This design comes from an exercise in tuning for small area, a short achievable clock period and few clock cycles per item on the open sky130 flow, not from production work.
Only simulation tests tie the RTL to the original design; equivalence was not proved.
Power figures rest on the tool's default switching activity, not on a simulated workload.

$ cat flow/run.sh
#!/bin/bash
# synth_recipe.tcl (not shown) runs the flow's synth.tcl, then flattens the netlist and writes it again
# the make line also repeats each setting of config.mk as NAME=value (left out here)
make -C /OpenROAD-flow-scripts/flow DESIGN_CONFIG=/design/flow/config.mk WORK_HOME=/design/flow/orfs CLKGATE_MAP_FILE= SYNTH_SCRIPT=/design/flow/synth_recipe.tcl finish
$ cat flow/config.mk
export PLATFORM = sky130hd
export DESIGN_NAME = linkcore_dp
export DESIGN_NICKNAME = linkcore_dp
export VERILOG_FILES = /design/flow/design.v
export SDC_FILE = /design/flow/constraint.sdc
export NUM_CORES = 4
export LEC_CHECK = 0
export CAP_MARGIN = 20
export CORE_MARGIN = 2
export CORE_UTILIZATION = 40
export SLEW_MARGIN = 20
$ cat flow/constraint.sdc
create_clock -name core_clock -period 10.0 [get_ports {clk}]
set_input_delay 2.0000 -clock core_clock [delete_from_list [all_inputs] [get_ports {clk}]]
set_output_delay 2.0000 -clock core_clock [all_outputs]
set_load 0.01 [all_outputs]
$ cat flow/design.v
module linkcore_dp (
    input  wire        clk,
    input  wire        rst,         
    input  wire        op_valid,
    output wire        op_ready,
    input  wire [7:0]  op_code,
    input  wire [31:0] op_a,
    input  wire [31:0] op_b,
    output reg         res_valid,
    output reg         res_err,
    output wire [31:0] res_data,
    output wire [31:0] key,
    output wire [31:0] csum,
    output wire [31:0] localkey,
    output wire [31:0] remotekey,
    output wire [31:0] err
);
    localparam [31:0] CSUM_SEED      = 32'h0000_15A0;
    localparam [31:0] MASK_OFS_NEG   = 32'hFE00_0000;   
    localparam [31:0] MASK_CONST     = 32'h2079_6220;
    localparam [31:0] REMOTE_KEY_XOR = 32'h6F64_6573;
    localparam [31:0] KDF_C0         = 32'h4B61_7761;
    localparam [31:0] KDF_C1         = 32'h7365_646F;
    reg [31:0] key_r, nk_r, csum_r, lkey_r, rkey_r, opr_r;
    reg [9:0]  err_bits;
    reg [7:0]  last_err;
    reg        pend;    
    reg        fin;     
    assign op_ready  = ~fin;
    assign key       = key_r;
    assign csum      = csum_r;
    assign localkey  = lkey_r;
    assign remotekey = rkey_r;
    assign err       = {8'd0, last_err, 6'd0, err_bits};
    assign res_data  = opr_r;
    function [31:0] kdf_fn(input [31:0] w);
        reg [31:0] n, i, s, v;
        begin
            n = (w - 32'h200) >> 3;
            i = ((n & 32'h3F80) << 1) | ((n & 32'h4000) << 2) | (n & 32'h7F) | 32'h0038_0000;
            s = (i >> 8) + (i >> 16);
            v = (s << 24) | i | 32'h8080_8080;
            kdf_fn = {v[7:0], v[15:8], v[23:16], v[31:24]} ^ (v[9] ? KDF_C1 : KDF_C0);
        end
    endfunction
    wire [3:0] opc      = op_code[3:0];
    wire       hi_zero  = (op_code[7:4] == 4'h0);
    wire       reserved = !hi_zero || (opc == 4'hA) || (opc == 4'hD)
                       || (opc == 4'hE) || (opc == 4'hF);
    wire       misaligned = (op_a[1:0] != 2'b00);
    wire       acc      = op_valid & ~fin;
    wire       is_kadv  = hi_zero && (opc == 4'h7);
    wire       is_mask  = hi_zero && (opc == 4'h8);
    wire       is_crypt = hi_zero && (opc == 4'h9);
    wire       is_payw  = hi_zero && (opc == 4'hB);
    wire       is_seal  = hi_zero && (opc == 4'hC);
    wire       adv_op   = is_kadv || is_crypt || is_seal || (is_payw && !misaligned);
    wire [31:0] m_out;
    lc_adv u_adv (.x(pend ? key_r : nk_r), .y(m_out));
    wire [15:0] fold_res;
    lc_fold u_fold (.x(csum_r ^ (op_code[3] ? op_b : op_a)), .y(fold_res));
    wire [31:0] or_csum = csum_r | {op_a[15:0], 16'd0};
    wire [31:0] nm_a    = MASK_OFS_NEG - op_a;    
    wire [31:0] nm_b    = MASK_OFS_NEG - op_b;
    wire [31:0] kmask   = is_mask ? key_r : (pend ? 32'd0 : nk_r);
    wire [31:0] crypt_r = op_b ^ nm_a ^ MASK_CONST ^ kmask;
    wire [31:0] seal_r  = or_csum ^ nm_b ^ MASK_CONST ^ kmask;
    always @(posedge clk) begin
        if (rst) begin
            key_r     <= 32'd0;
            nk_r      <= 32'd1;       
            pend      <= 1'b0;
            fin       <= 1'b0;
            csum_r    <= CSUM_SEED;
            lkey_r    <= 32'd0;
            rkey_r    <= 32'd0;
            opr_r     <= 32'd0;
            err_bits  <= 10'd0;
            last_err  <= 8'd0;
            res_valid <= 1'b0;
            res_err   <= 1'b0;
        end else begin
            res_valid <= 1'b0;
            res_err   <= 1'b0;
            if (pend) begin
                nk_r <= m_out;
                pend <= 1'b0;
            end
            if (fin) begin
                fin       <= 1'b0;
                res_valid <= 1'b1;
                key_r     <= nk_r;
                nk_r      <= m_out;
                opr_r     <= opr_r ^ nk_r;
            end else if (op_valid) begin
                res_valid <= !(adv_op && pend);
                if (adv_op) begin
                    if (pend) fin <= 1'b1;
                    else begin
                        key_r <= nk_r;
                        nk_r  <= m_out;
                    end
                end
                if (reserved) begin
                    res_err     <= 1'b1;
                    err_bits[6] <= 1'b1;
                    last_err    <= 8'd7;
                end else begin
                    case (opc)
                        4'h1: begin csum_r <= CSUM_SEED; opr_r <= CSUM_SEED; end
                        4'h2: begin csum_r <= {16'd0, fold_res}; opr_r <= {16'd0, fold_res}; end
                        4'h3: begin csum_r <= or_csum; opr_r <= or_csum; end
                        4'h4: begin
                            if (op_a < 32'h200) begin
                                res_err     <= 1'b1;
                                err_bits[4] <= 1'b1;
                                last_err    <= 8'd5;
                            end else begin
                                lkey_r <= kdf_fn(op_a);
                                opr_r  <= kdf_fn(op_a);
                            end
                        end
                        4'h5: begin rkey_r <= op_a ^ REMOTE_KEY_XOR; opr_r <= op_a ^ REMOTE_KEY_XOR; end
                        4'h6: begin key_r <= rkey_r; opr_r <= rkey_r; pend <= 1'b1; end
                        4'h7: opr_r <= pend ? 32'd0 : nk_r;
                        4'h8: opr_r <= crypt_r;
                        4'h9: opr_r <= crypt_r;
                        4'hB: begin
                            if (misaligned) begin
                                res_err     <= 1'b1;
                                err_bits[8] <= 1'b1;
                                last_err    <= 8'd9;
                            end else begin
                                csum_r <= {16'd0, fold_res};
                                opr_r  <= crypt_r;
                            end
                        end
                        4'hC: begin
                            csum_r <= or_csum;
                            opr_r  <= seal_r;
                        end
                        default: ;
                    endcase
                end
            end
        end
    end
endmodule
module lc_adv (input wire [31:0] x, output wire [31:0] y);
    wire t1 = ~x[23] ^ ~x[21];
    wire t2 = ~x[23] & ~x[21];
    wire t3 = ~x[24] ^ ~x[22];
    wire t4 = ~x[24] & ~x[22];
    wire t5 = ~x[25] ^ ~x[23] ^ x[21];
    wire t6 = (~x[25] & ~x[23]) | (x[21] & (~x[25] ^ ~x[23]));
    wire t7 = ~x[26] ^ ~x[24] ^ x[22];
    wire t8 = (~x[26] & ~x[24]) | (x[22] & (~x[26] ^ ~x[24]));
    wire t9 = ~x[27] ^ ~x[25] ^ x[23];
    wire t10 = (~x[27] & ~x[25]) | (x[23] & (~x[27] ^ ~x[25]));
    wire t11 = ~x[28] ^ ~x[26] ^ x[24];
    wire t12 = (~x[28] & ~x[26]) | (x[24] & (~x[28] ^ ~x[26]));
    wire t13 = ~x[29] ^ ~x[27] ^ x[25];
    wire t14 = (~x[29] & ~x[27]) | (x[25] & (~x[29] ^ ~x[27]));
    wire t15 = x[23] ^ x[21] ^ ~x[16];
    wire t16 = (x[23] & x[21]) | (~x[16] & (x[23] ^ x[21]));
    wire t17 = ~x[30] ^ ~x[28] ^ x[26];
    wire t18 = (~x[30] & ~x[28]) | (x[26] & (~x[30] ^ ~x[28]));
    wire t19 = x[24] ^ x[22] ^ ~x[17];
    wire t20 = (x[24] & x[22]) | (~x[17] & (x[24] ^ x[22]));
    wire t21 = ~x[31] ^ ~x[29] ^ x[27];
    wire t22 = (~x[31] & ~x[29]) | (x[27] & (~x[31] ^ ~x[29]));
    wire t23 = x[25] ^ x[23] ^ ~x[18];
    wire t24 = (x[25] & x[23]) | (~x[18] & (x[25] ^ x[23]));
    wire t25 = ~x[16] ^ ~x[12];
    wire t26 = ~x[16] & ~x[12];
    wire t27 = ~x[13] ^ ~x[11];
    wire t28 = ~x[13] & ~x[11];
    wire t29 = ~x[14] ^ ~x[12];
    wire t30 = ~x[14] & ~x[12];
    wire t31 = ~x[15] ^ ~x[13] ^ x[11];
    wire t32 = (~x[15] & ~x[13]) | (x[11] & (~x[15] ^ ~x[13]));
    wire t33 = x[9] ^ x[7];
    wire t34 = x[9] & x[7];
    wire t35 = ~x[16] ^ ~x[14] ^ x[12];
    wire t36 = (~x[16] & ~x[14]) | (x[12] & (~x[16] ^ ~x[14]));
    wire t37 = x[10] ^ x[8];
    wire t38 = x[10] & x[8];
    wire t39 = ~x[17] ^ ~x[15] ^ x[13];
    wire t40 = (~x[17] & ~x[15]) | (x[13] & (~x[17] ^ ~x[15]));
    wire t41 = x[11] ^ x[9];
    wire t42 = x[11] & x[9];
    wire t43 = ~x[18] ^ ~x[16] ^ x[14];
    wire t44 = (~x[18] & ~x[16]) | (x[14] & (~x[18] ^ ~x[16]));
    wire t45 = x[12] ^ x[10];
    wire t46 = x[12] & x[10];
    wire t47 = ~x[19] ^ ~x[17] ^ x[15];
    wire t48 = (~x[19] & ~x[17]) | (x[15] & (~x[19] ^ ~x[17]));
    wire t49 = x[13] ^ x[11] ^ ~x[6];
    wire t50 = (x[13] & x[11]) | (~x[6] & (x[13] ^ x[11]));
    wire t51 = ~x[4] ^ ~x[0];
    wire t52 = ~x[4] & ~x[0];
    wire t53 = ~x[20] ^ ~x[18] ^ x[16];
    wire t54 = (~x[20] & ~x[18]) | (x[16] & (~x[20] ^ ~x[18]));
    wire t55 = x[14] ^ x[12] ^ ~x[7];
    wire t56 = (x[14] & x[12]) | (~x[7] & (x[14] ^ x[12]));
    wire t57 = ~x[5] ^ ~x[1];
    wire t58 = ~x[5] & ~x[1];
    wire t59 = ~x[21] ^ ~x[19] ^ x[17];
    wire t60 = (~x[21] & ~x[19]) | (x[17] & (~x[21] ^ ~x[19]));
    wire t61 = x[15] ^ x[13] ^ ~x[8];
    wire t62 = (x[15] & x[13]) | (~x[8] & (x[15] ^ x[13]));
    wire t63 = ~x[6] ^ ~x[2];
    wire t64 = ~x[6] & ~x[2];
    wire t65 = ~x[22] ^ ~x[20] ^ x[18];
    wire t66 = (~x[22] & ~x[20]) | (x[18] & (~x[22] ^ ~x[20]));
    wire t67 = x[16] ^ x[14] ^ ~x[9];
    wire t68 = (x[16] & x[14]) | (~x[9] & (x[16] ^ x[14]));
    wire t69 = ~x[7] ^ ~x[3];
    wire t70 = ~x[7] & ~x[3];
    wire t71 = x[19] ^ x[17] ^ x[15];
    wire t72 = (x[19] & x[17]) | (x[15] & (x[19] ^ x[17]));
    wire t73 = ~x[10] ^ ~x[8] ^ ~x[4];
    wire t74 = (~x[10] & ~x[8]) | (~x[4] & (~x[10] ^ ~x[8]));
    wire t75 = ~x[0] ^ 1'b1 ^ t1;
    wire t76 = (~x[0] & 1'b1) | (t1 & (~x[0] ^ 1'b1));
    wire t77 = x[20] ^ x[18] ^ x[16];
    wire t78 = (x[20] & x[18]) | (x[16] & (x[20] ^ x[18]));
    wire t79 = ~x[11] ^ ~x[9] ^ ~x[5];
    wire t80 = (~x[11] & ~x[9]) | (~x[5] & (~x[11] ^ ~x[9]));
    wire t81 = ~x[1] ^ t2 ^ t3;
    wire t82 = (~x[1] & t2) | (t3 & (~x[1] ^ t2));
    wire t83 = x[19] ^ x[17] ^ ~x[12];
    wire t84 = (x[19] & x[17]) | (~x[12] & (x[19] ^ x[17]));
    wire t85 = ~x[10] ^ ~x[6] ^ ~x[2];
    wire t86 = (~x[10] & ~x[6]) | (~x[2] & (~x[10] ^ ~x[6]));
    wire t87 = x[0] ^ t4 ^ t5;
    wire t88 = (x[0] & t4) | (t5 & (x[0] ^ t4));
    wire t89 = x[20] ^ x[18] ^ ~x[13];
    wire t90 = (x[20] & x[18]) | (~x[13] & (x[20] ^ x[18]));
    wire t91 = ~x[11] ^ ~x[7] ^ ~x[3];
    wire t92 = (~x[11] & ~x[7]) | (~x[3] & (~x[11] ^ ~x[7]));
    wire t93 = x[1] ^ t6 ^ t7;
    wire t94 = (x[1] & t6) | (t7 & (x[1] ^ t6));
    wire t95 = x[21] ^ x[19] ^ ~x[14];
    wire t96 = (x[21] & x[19]) | (~x[14] & (x[21] ^ x[19]));
    wire t97 = ~x[12] ^ ~x[8] ^ ~x[4];
    wire t98 = (~x[12] & ~x[8]) | (~x[4] & (~x[12] ^ ~x[8]));
    wire t99 = x[2] ^ t8 ^ t9;
    wire t100 = (x[2] & t8) | (t9 & (x[2] ^ t8));
    wire t101 = x[22] ^ x[20] ^ ~x[15];
    wire t102 = (x[22] & x[20]) | (~x[15] & (x[22] ^ x[20]));
    wire t103 = ~x[13] ^ ~x[9] ^ ~x[5];
    wire t104 = (~x[13] & ~x[9]) | (~x[5] & (~x[13] ^ ~x[9]));
    wire t105 = x[3] ^ t10 ^ t11;
    wire t106 = (x[3] & t10) | (t11 & (x[3] ^ t10));
    wire t107 = ~x[14] ^ ~x[10] ^ ~x[6];
    wire t108 = (~x[14] & ~x[10]) | (~x[6] & (~x[14] ^ ~x[10]));
    wire t109 = x[4] ^ ~x[0] ^ 1'b1;
    wire t110 = (x[4] & ~x[0]) | (1'b1 & (x[4] ^ ~x[0]));
    wire t111 = t12 ^ t13 ^ t15;
    wire t112 = (t12 & t13) | (t15 & (t12 ^ t13));
    wire t113 = ~x[15] ^ ~x[11] ^ ~x[7];
    wire t114 = (~x[15] & ~x[11]) | (~x[7] & (~x[15] ^ ~x[11]));
    wire t115 = x[5] ^ ~x[1] ^ t14;
    wire t116 = (x[5] & ~x[1]) | (t14 & (x[5] ^ ~x[1]));
    wire t117 = t16 ^ t17 ^ t19;
    wire t118 = (t16 & t17) | (t19 & (t16 ^ t17));
    wire t119 = ~x[8] ^ x[6] ^ ~x[2];
    wire t120 = (~x[8] & x[6]) | (~x[2] & (~x[8] ^ x[6]));
    wire t121 = x[0] ^ t18 ^ t20;
    wire t122 = (x[0] & t18) | (t20 & (x[0] ^ t18));
    wire t123 = t21 ^ t23 ^ t25;
    wire t124 = (t21 & t23) | (t25 & (t21 ^ t23));
    wire t125 = ~x[8] ^ ~x[6];
    wire t126 = ~x[8] & ~x[6];
    wire t127 = ~x[9] ^ ~x[7] ^ x[5];
    wire t128 = (~x[9] & ~x[7]) | (x[5] & (~x[9] ^ ~x[7]));
    wire t129 = ~x[10] ^ ~x[8] ^ x[6];
    wire t130 = (~x[10] & ~x[8]) | (x[6] & (~x[10] ^ ~x[8]));
    wire t131 = ~x[11] ^ ~x[9] ^ x[7];
    wire t132 = (~x[11] & ~x[9]) | (x[7] & (~x[11] ^ ~x[9]));
    wire t133 = ~x[12] ^ ~x[10] ^ x[8];
    wire t134 = (~x[12] & ~x[10]) | (x[8] & (~x[12] ^ ~x[10]));
    wire t135 = x[9] ^ x[7] ^ x[5];
    wire t136 = (x[9] & x[7]) | (x[5] & (x[9] ^ x[7]));
    wire t137 = ~x[0] ^ 1'b1;
    wire t138 = ~x[0] & 1'b1;
    wire t139 = x[10] ^ x[8] ^ x[6];
    wire t140 = (x[10] & x[8]) | (x[6] & (x[10] ^ x[8]));
    wire t141 = ~x[1] ^ t28 ^ t29;
    wire t142 = (~x[1] & t28) | (t29 & (~x[1] ^ t28));
    wire t143 = ~x[2] ^ ~x[0] ^ 1'b1;
    wire t144 = (~x[2] & ~x[0]) | (1'b1 & (~x[2] ^ ~x[0]));
    wire t145 = t30 ^ t31 ^ t33;
    wire t146 = (t30 & t31) | (t33 & (t30 ^ t31));
    wire t147 = ~x[3] ^ ~x[1] ^ t32;
    wire t148 = (~x[3] & ~x[1]) | (t32 & (~x[3] ^ ~x[1]));
    wire t149 = t34 ^ t35 ^ t37;
    wire t150 = (t34 & t35) | (t37 & (t34 ^ t35));
    wire t151 = ~x[4] ^ ~x[2] ^ t36;
    wire t152 = (~x[4] & ~x[2]) | (t36 & (~x[4] ^ ~x[2]));
    wire t153 = t38 ^ t39 ^ t41;
    wire t154 = (t38 & t39) | (t41 & (t38 ^ t39));
    wire t155 = ~x[5] ^ ~x[3] ^ t40;
    wire t156 = (~x[5] & ~x[3]) | (t40 & (~x[5] ^ ~x[3]));
    wire t157 = t42 ^ t43 ^ t45;
    wire t158 = (t42 & t43) | (t45 & (t42 ^ t43));
    wire t159 = 1'b1 ^ t44 ^ t46;
    wire t160 = (1'b1 & t44) | (t46 & (1'b1 ^ t44));
    wire t161 = t47 ^ t49 ^ t51;
    wire t162 = (t47 & t49) | (t51 & (t47 ^ t49));
    wire t163 = t48 ^ t50 ^ t52;
    wire t164 = (t48 & t50) | (t52 & (t48 ^ t50));
    wire t165 = t53 ^ t55 ^ t57;
    wire t166 = (t53 & t55) | (t57 & (t53 ^ t55));
    wire t167 = t54 ^ t56 ^ t58;
    wire t168 = (t54 & t56) | (t58 & (t54 ^ t56));
    wire t169 = t59 ^ t61 ^ t63;
    wire t170 = (t59 & t61) | (t63 & (t59 ^ t61));
    wire t171 = t60 ^ t62 ^ t64;
    wire t172 = (t60 & t62) | (t64 & (t60 ^ t62));
    wire t173 = t65 ^ t67 ^ t69;
    wire t174 = (t65 & t67) | (t69 & (t65 ^ t67));
    wire t175 = t66 ^ t68 ^ t70;
    wire t176 = (t66 & t68) | (t70 & (t66 ^ t68));
    wire t177 = t71 ^ t73 ^ t75;
    wire t178 = (t71 & t73) | (t75 & (t71 ^ t73));
    wire t179 = t72 ^ t74 ^ t76;
    wire t180 = (t72 & t74) | (t76 & (t72 ^ t74));
    wire t181 = t77 ^ t79 ^ t81;
    wire t182 = (t77 & t79) | (t81 & (t77 ^ t79));
    wire t183 = t78 ^ t80 ^ t82;
    wire t184 = (t78 & t80) | (t82 & (t78 ^ t80));
    wire t185 = t83 ^ t85 ^ t87;
    wire t186 = (t83 & t85) | (t87 & (t83 ^ t85));
    wire t187 = t84 ^ t86 ^ t88;
    wire t188 = (t84 & t86) | (t88 & (t84 ^ t86));
    wire t189 = t89 ^ t91 ^ t93;
    wire t190 = (t89 & t91) | (t93 & (t89 ^ t91));
    wire t191 = t90 ^ t92 ^ t94;
    wire t192 = (t90 & t92) | (t94 & (t90 ^ t92));
    wire t193 = t95 ^ t97 ^ t99;
    wire t194 = (t95 & t97) | (t99 & (t95 ^ t97));
    wire t195 = t96 ^ t98 ^ t100;
    wire t196 = (t96 & t98) | (t100 & (t96 ^ t98));
    wire t197 = t101 ^ t103 ^ t105;
    wire t198 = (t101 & t103) | (t105 & (t101 ^ t103));
    wire t199 = t102 ^ t104 ^ t106;
    wire t200 = (t102 & t104) | (t106 & (t102 ^ t104));
    wire t201 = t107 ^ t109 ^ t111;
    wire t202 = (t107 & t109) | (t111 & (t107 ^ t109));
    wire t203 = t108 ^ t110 ^ t112;
    wire t204 = (t108 & t110) | (t112 & (t108 ^ t110));
    wire t205 = t113 ^ t115 ^ t117;
    wire t206 = (t113 & t115) | (t117 & (t113 ^ t115));
    wire t207 = t114 ^ t116 ^ t118;
    wire t208 = (t114 & t116) | (t118 & (t114 ^ t116));
    wire t209 = t119 ^ t121 ^ t123;
    wire t210 = (t119 & t121) | (t123 & (t119 ^ t121));
    wire t211 = ~x[6] ^ ~x[4];
    wire t212 = ~x[6] & ~x[4];
    wire t213 = ~x[7] ^ ~x[5] ^ x[3];
    wire t214 = (~x[7] & ~x[5]) | (x[3] & (~x[7] ^ ~x[5]));
    wire t215 = x[4] ^ x[2] ^ x[0];
    wire t216 = (x[4] & x[2]) | (x[0] & (x[4] ^ x[2]));
    wire t217 = x[3] ^ x[1] ^ t126;
    wire t218 = (x[3] & x[1]) | (t126 & (x[3] ^ x[1]));
    wire t219 = x[4] ^ x[2] ^ t128;
    wire t220 = (x[4] & x[2]) | (t128 & (x[4] ^ x[2]));
    wire t221 = x[5] ^ x[3] ^ t130;
    wire t222 = (x[5] & x[3]) | (t130 & (x[5] ^ x[3]));
    wire t223 = x[6] ^ x[4] ^ t132;
    wire t224 = (x[6] & x[4]) | (t132 & (x[6] ^ x[4]));
    wire t225 = t27 ^ t134 ^ t135;
    wire t226 = (t27 & t134) | (t135 & (t27 ^ t134));
    wire t227 = t136 ^ t138 ^ t139;
    wire t228 = (t136 & t138) | (t139 & (t136 ^ t138));
    wire t229 = t140 ^ t142 ^ t143;
    wire t230 = (t140 & t142) | (t143 & (t140 ^ t142));
    wire t231 = t144 ^ t146 ^ t147;
    wire t232 = (t144 & t146) | (t147 & (t144 ^ t146));
    wire t233 = t148 ^ t150 ^ t151;
    wire t234 = (t148 & t150) | (t151 & (t148 ^ t150));
    wire t235 = t152 ^ t154 ^ t155;
    wire t236 = (t152 & t154) | (t155 & (t152 ^ t154));
    wire t237 = t156 ^ t158 ^ t159;
    wire t238 = (t156 & t158) | (t159 & (t156 ^ t158));
    wire t239 = t160 ^ t162 ^ t163;
    wire t240 = (t160 & t162) | (t163 & (t160 ^ t162));
    wire t241 = t164 ^ t166 ^ t167;
    wire t242 = (t164 & t166) | (t167 & (t164 ^ t166));
    wire t243 = t168 ^ t170 ^ t171;
    wire t244 = (t168 & t170) | (t171 & (t168 ^ t170));
    wire t245 = t172 ^ t174 ^ t175;
    wire t246 = (t172 & t174) | (t175 & (t172 ^ t174));
    wire t247 = t176 ^ t178 ^ t179;
    wire t248 = (t176 & t178) | (t179 & (t176 ^ t178));
    wire t249 = t180 ^ t182 ^ t183;
    wire t250 = (t180 & t182) | (t183 & (t180 ^ t182));
    wire t251 = t184 ^ t186 ^ t187;
    wire t252 = (t184 & t186) | (t187 & (t184 ^ t186));
    wire t253 = t188 ^ t190 ^ t191;
    wire t254 = (t188 & t190) | (t191 & (t188 ^ t190));
    wire t255 = t192 ^ t194 ^ t195;
    wire t256 = (t192 & t194) | (t195 & (t192 ^ t194));
    wire t257 = t196 ^ t198 ^ t199;
    wire t258 = (t196 & t198) | (t199 & (t196 ^ t198));
    wire t259 = t200 ^ t202 ^ t203;
    wire t260 = (t200 & t202) | (t203 & (t200 ^ t202));
    wire t261 = t204 ^ t206 ^ t207;
    wire t262 = (t204 & t206) | (t207 & (t204 ^ t206));
    wire t263 = ~x[2] ^ ~x[0];
    wire t264 = ~x[2] & ~x[0];
    wire t265 = ~x[3] ^ ~x[1];
    wire t266 = ~x[3] & ~x[1];
    wire t267 = ~x[4] ^ ~x[2] ^ x[0];
    wire t268 = (~x[4] & ~x[2]) | (x[0] & (~x[4] ^ ~x[2]));
    wire t269 = ~x[5] ^ ~x[3] ^ x[1];
    wire t270 = (~x[5] & ~x[3]) | (x[1] & (~x[5] ^ ~x[3]));
    wire t271 = x[2] ^ x[0] ^ t211;
    wire t272 = (x[2] & x[0]) | (t211 & (x[2] ^ x[0]));
    wire t273 = x[1] ^ t212 ^ t213;
    wire t274 = (x[1] & t212) | (t213 & (x[1] ^ t212));
    wire t275 = t125 ^ t214 ^ t215;
    wire t276 = (t125 & t214) | (t215 & (t125 ^ t214));
    wire t277 = t127 ^ t216 ^ t217;
    wire t278 = (t127 & t216) | (t217 & (t127 ^ t216));
    wire t279 = t129 ^ t218 ^ t219;
    wire t280 = (t129 & t218) | (t219 & (t129 ^ t218));
    wire t281 = t131 ^ t220 ^ t221;
    wire t282 = (t131 & t220) | (t221 & (t131 ^ t220));
    wire t283 = t133 ^ t222 ^ t223;
    wire t284 = (t133 & t222) | (t223 & (t133 ^ t222));
    wire t285 = t137 ^ t224 ^ t225;
    wire t286 = (t137 & t224) | (t225 & (t137 ^ t224));
    wire t287 = t141 ^ t226 ^ t227;
    wire t288 = (t141 & t226) | (t227 & (t141 ^ t226));
    wire t289 = t145 ^ t228 ^ t229;
    wire t290 = (t145 & t228) | (t229 & (t145 ^ t228));
    wire t291 = t149 ^ t230 ^ t231;
    wire t292 = (t149 & t230) | (t231 & (t149 ^ t230));
    wire t293 = t153 ^ t232 ^ t233;
    wire t294 = (t153 & t232) | (t233 & (t153 ^ t232));
    wire t295 = t157 ^ t234 ^ t235;
    wire t296 = (t157 & t234) | (t235 & (t157 ^ t234));
    wire t297 = t161 ^ t236 ^ t237;
    wire t298 = (t161 & t236) | (t237 & (t161 ^ t236));
    wire t299 = t165 ^ t238 ^ t239;
    wire t300 = (t165 & t238) | (t239 & (t165 ^ t238));
    wire t301 = t169 ^ t240 ^ t241;
    wire t302 = (t169 & t240) | (t241 & (t169 ^ t240));
    wire t303 = t173 ^ t242 ^ t243;
    wire t304 = (t173 & t242) | (t243 & (t173 ^ t242));
    wire t305 = t177 ^ t244 ^ t245;
    wire t306 = (t177 & t244) | (t245 & (t177 ^ t244));
    wire t307 = t181 ^ t246 ^ t247;
    wire t308 = (t181 & t246) | (t247 & (t181 ^ t246));
    wire t309 = t185 ^ t248 ^ t249;
    wire t310 = (t185 & t248) | (t249 & (t185 ^ t248));
    wire t311 = t189 ^ t250 ^ t251;
    wire t312 = (t189 & t250) | (t251 & (t189 ^ t250));
    wire t313 = t193 ^ t252 ^ t253;
    wire t314 = (t193 & t252) | (t253 & (t193 ^ t252));
    wire t315 = t197 ^ t254 ^ t255;
    wire t316 = (t197 & t254) | (t255 & (t197 ^ t254));
    wire t317 = t201 ^ t256 ^ t257;
    wire t318 = (t201 & t256) | (t257 & (t201 ^ t256));
    wire t319 = t205 ^ t258 ^ t259;
    wire t320 = (t205 & t258) | (t259 & (t205 ^ t258));
    wire t321 = t209 ^ t260 ^ t261;
    wire t322 = (t209 & t260) | (t261 & (t209 ^ t260));
    wire [31:0] ra = {t320, t318, t316, t314, t312, t310, t308, t306, t304, t302, t300, t298, t296, t294, t292, t290, t288, t286, t284, t282, t280, t278, t276, t274, t272, t270, t268, t266, t264, 1'b1, ~x[1], ~x[0]};
    wire [31:0] rb = {t321, t319, t317, t315, t313, t311, t309, t307, t305, t303, t301, t299, t297, t295, t293, t291, t289, t287, t285, t283, t281, t279, t277, t275, t273, t271, t269, t267, t265, t263, 1'b1, 1'b0};
    assign y = ra + rb;
endmodule
module lc_fold (input wire [31:0] x, output wire [15:0] y);
    assign y[0] = ^(x & 32'hFCA93E9E);
    assign y[1] = ^(x & 32'h05FB43A2);
    assign y[2] = ^(x & 32'h0BF68744);
    assign y[3] = ^(x & 32'h17ED0E89);
    assign y[4] = ^(x & 32'h2FDA1D12);
    assign y[5] = ^(x & 32'h5FB43A25);
    assign y[6] = ^(x & 32'hBF68744A);
    assign y[7] = ^(x & 32'h8279D60A);
    assign y[8] = ^(x & 32'hF85A928B);
    assign y[9] = ^(x & 32'h0C1C1B89);
    assign y[10] = ^(x & 32'h18383713);
    assign y[11] = ^(x & 32'h30706E27);
    assign y[12] = ^(x & 32'h60E0DC4E);
    assign y[13] = ^(x & 32'hC1C1B89C);
    assign y[14] = ^(x & 32'h7F2A4FA7);
    assign y[15] = ^(x & 32'hFE549F4F);
endmodule
==> impl_metrics.toml <==
[floorplanning]
fp.dieW_um = 225.6
coreArea_um2 = 48750
io_pins = 270
start_util = 0.4031
num_rows = 81
fp.dieH_um = 225.6
die-area_um2 = 50910

[synthesis]
synth_edf_count = 0
ys_seq_area_frac = 0.1987
synthAdderAreaFrac = 0.1693
synth_cell_types = 85
synthMuxAreaShare = 0.04101
yosys.area_share.simple = 0.1572
yosys_warnings = 1
synth_ff_type = "dfxtp_1"
async_reset_ff_frac = 0
synth_top_family_by_area = "compound AO/OA/AOI/OAI gates"
synth_area_um2 = 19650
avgSynthCellArea_um2 = 8.123
synth-xor-area-share = 0.1488
synth_compound_area_frac = 0.2036
ys_ff_latch = 195
netlist_instances = 2419

[job]
maxCapViolCount = 0

[worst_setup_path]
reg2reg_slack_ns = 3.77
crit_fanout = 67
arrival_ns = 6.67
worstSetupPathType = "reg -> reg"
cp-end-kind = "flop"
setup.worst_path.start_class = "flop"
cp.required_ns = 10.43

[routing]
via_per_inst = 5.927
first_pass_iters = 7
antenna_left = 0
drt_iter0_markers = 2265
avgRoutedWirePerCell_um = 27.33
drc_errors = 0
wirelength_mm = 88.97
dr_total_vias = 19294

[cts]
cts-resized-gates = 0
clockRootBuffer = "clkbuf_16"
cts_tree = "built"
clk_path_buf_depth = 2
insertion_delay_ns = 0.50
htreeDepth = 4
cts_hold_buf = 0
post-cts-setup-buffer-count = 0
path_clk_slew_ns = 0.08
cts_buffers = 17
cts_sinks = 195

[hold_path]
hold_class = "reg -> reg"

[power_and_ir_drop]
power_mw = 2.474
p_leak_nw = 9.159
power_density_nw_per_um2 = 106.8
ir_worst_vdd_uv = 121.4

[sta]
grt_setup_unrepaired = "false"
fmax_mhz = 160.4
fin_ws_ns = 3.766
skew_ns = 0.01269
drv_slew = 0
tightest_slew_ns = 1.022
finalHoldWorstSlack_ns = 0.4592
hold_viol_final = 0
setup_viol_count_final = 0
finalCritPeriodShare = 0.6234
fin_crit_ns = 6.234
fin_tns_setup_ns = 0
maxSlewHeadroom = 0.3135

[place]
globalplace.congestion = 0.9863
preCtsSetupSlack_ns = 3.678
port_buffers = 243
hpwl_mm = 70.10

[cells_and_area]
drive_gt1_frac = 0.04786
antenna_cells = 0
nNetsFinal = 2843
areaGrowthSynthToFinish_pct = 17.89
layout_common_cells = "clkdlybuf4s50_1, nand2_1, xnor2_1"
fill_cells = 4837
final_common_cell = "clkdlybuf4s50_1"
final_core_util = 0.4752

[grt]
grt_max_degree = 70
gr-total-overflow = 0
grt_use_met1 = 0.4661
antenna_found_initial = 0
track_usage = 0.3496
grt_pass1_wl_mm = 128.6
met3_usage = 0.06492
met2_usage = 0.5482
grt_pass1_vias = 18517
grt_busiest_layer = "met2"

[outcome]
status = "complete, no violations"
cell usage after synthesis (8+ instances only):
cell type / instances / share of area
a211oi_1: 41 / 0.016
a21boi_0: 14 / 0.0053
a21o_1: 12 / 0.0046
a21oi_1: 172 / 0.044
a221oi_1: 24 / 0.011
a222oi_1: 40 / 0.020
a22o_1: 8 / 0.0036
a31oi_1: 21 / 0.0067
and2_1: 8 / 0.0025
and3_1: 10 / 0.0032
buf_2: 9 / 0.0023
buf_4: 34 / 0.013
clkbuf_1: 120 / 0.023
dfxtp_1: 195 / 0.20
fa_1: 128 / 0.13
ha_1: 61 / 0.039
inv_1: 199 / 0.038
mux2i_1: 76 / 0.039
nand2_1: 213 / 0.041
nand2b_1: 18 / 0.0057
nand3_1: 41 / 0.010
nand4_1: 12 / 0.0038
nor2_1: 181 / 0.035
nor2b_1: 37 / 0.012
nor3_1: 54 / 0.014
nor4_1: 18 / 0.0057
o211ai_1: 11 / 0.0042
o21a_1: 15 / 0.0057
o21ai_0: 126 / 0.032
o221ai_1: 11 / 0.0049
o22ai_1: 46 / 0.015
or2_2: 10 / 0.0032
or3_1: 17 / 0.0054
xnor2_1: 213 / 0.095
xnor3_1: 8 / 0.0092
xor2_1: 92 / 0.041
logic make-up after synthesis:
| kind of cell | Yosys count |
|---|---|
| AOI/OAI and AO/OA | 608 |
| and+or+nand+nor | 653 |
| buffers and inverters | 376 |
| other | 1 |
| DFF | 195 |
| xor gates and xnor gates | 317 |
| adders and majority gates | 189 |
| muxes | 80 |
flip-flops by register name, indices dropped and copies added (netlist names), 3 cells and up:
signal    flops
lkey_r       24
csum_r       32
key_r        32
opr_r        32
last_err      4
err           3
rkey_r       32
nk_r         32
per-stage QoR:
step / area, µm² / instances
3_5_place_dp: 22600 / 3224
4_1_cts: 23160 / 3255
3_3_place_gp: 22600 / 3224
5_1_grt: 23160 / 3255
6_report: 23160 / 3255
2_1_floorplan: 19740 / 2444
area by class of cell:
type / instances / area (µm²) / area share
Multi-Input combinational cell: 1873 / 14320 / 0.6180
Sequential cell: 195 / 3906 / 0.1686
Timing Repair Buffer: 292 / 2793 / 0.1206
Tap cell: 664 / 830.8 / 0.03586
Inverter: 200 / 750.7 / 0.03241
Clock buffer: 21 / 470.5 / 0.02031
Clock inverter: 10 / 98.84 / 0.004267
where the power goes:
part,leakage [nW],internal [mW],switching [mW],total (mW)
sequential,1.57,0.781,0.00732,0.788
clock,0.276,0.364,0.360,0.723
combinational,7.31,0.361,0.601,0.963
per-layer routing:
metal | vias up | routed length (µm)
met4 | 0 | 4181
li1 | 8654 | -
met3 | 167 | 7667
met5 | - | 0
met2 | 1084 | 40380
met1 | 9389 | 36740
worst max-delay path, cell delays in order, from the launching register on:
cell      delay (ns)
dfxtp_2         0.40
buf_4           0.57
nor2b_1         0.22
a21oi_1         0.42
inv_1           0.29
fa_1            0.59
inv_1           0.06
fa_1            0.43
fa_1            0.44
fa_1            0.48
ha_1            0.40
a211oi_1        0.23
nand3_1         0.10
a21oi_1         0.21
a211oi_1        0.16
nor3b_1         0.30
a21oi_1         0.13
o21ai_0         0.13
or3b_2          0.44
a21oi_1         0.14
path summary, 6_finish.rpt:
check	cells past startpoint	startpoint	end
worst max-delay path	19	pend	nk_r[27]
worst min-delay path	2	lkey_r[2]	lkey_r[2]
worst max register to register	19	pend	nk_r[27]
worst min register to register	2	lkey_r[2]	lkey_r[2]
Testbench counts, summed over its fixed seeds: cycles 2,645, ops 2,637.

-- re-timing with driven ports --
Ports are ideal in the flow. The routed layout listed here was re-timed in OpenROAD. Step 1 assumes that a clkbuf_16 drives the clock port and a buf_2 every other input. Step 2, shift: input delay + t, output delay - t, t = (earliest + latest rising clock arrival at the registers) / 2. This alone moves slack from input paths to output paths. a / b / c = ideal / step 1 / step 2; a / b = the first two.
t, ns: 0.559
setup WS [ns]: 3.766 / 3.766 / 3.540
clock arrival spread, ns: 0.013 / 0.013
pins driven straight from the clock port: 1
After both steps this run still meets setup and hold. The setup slack of this run moves by 0.000 ns with the drivers and by -0.226 ns with both steps.
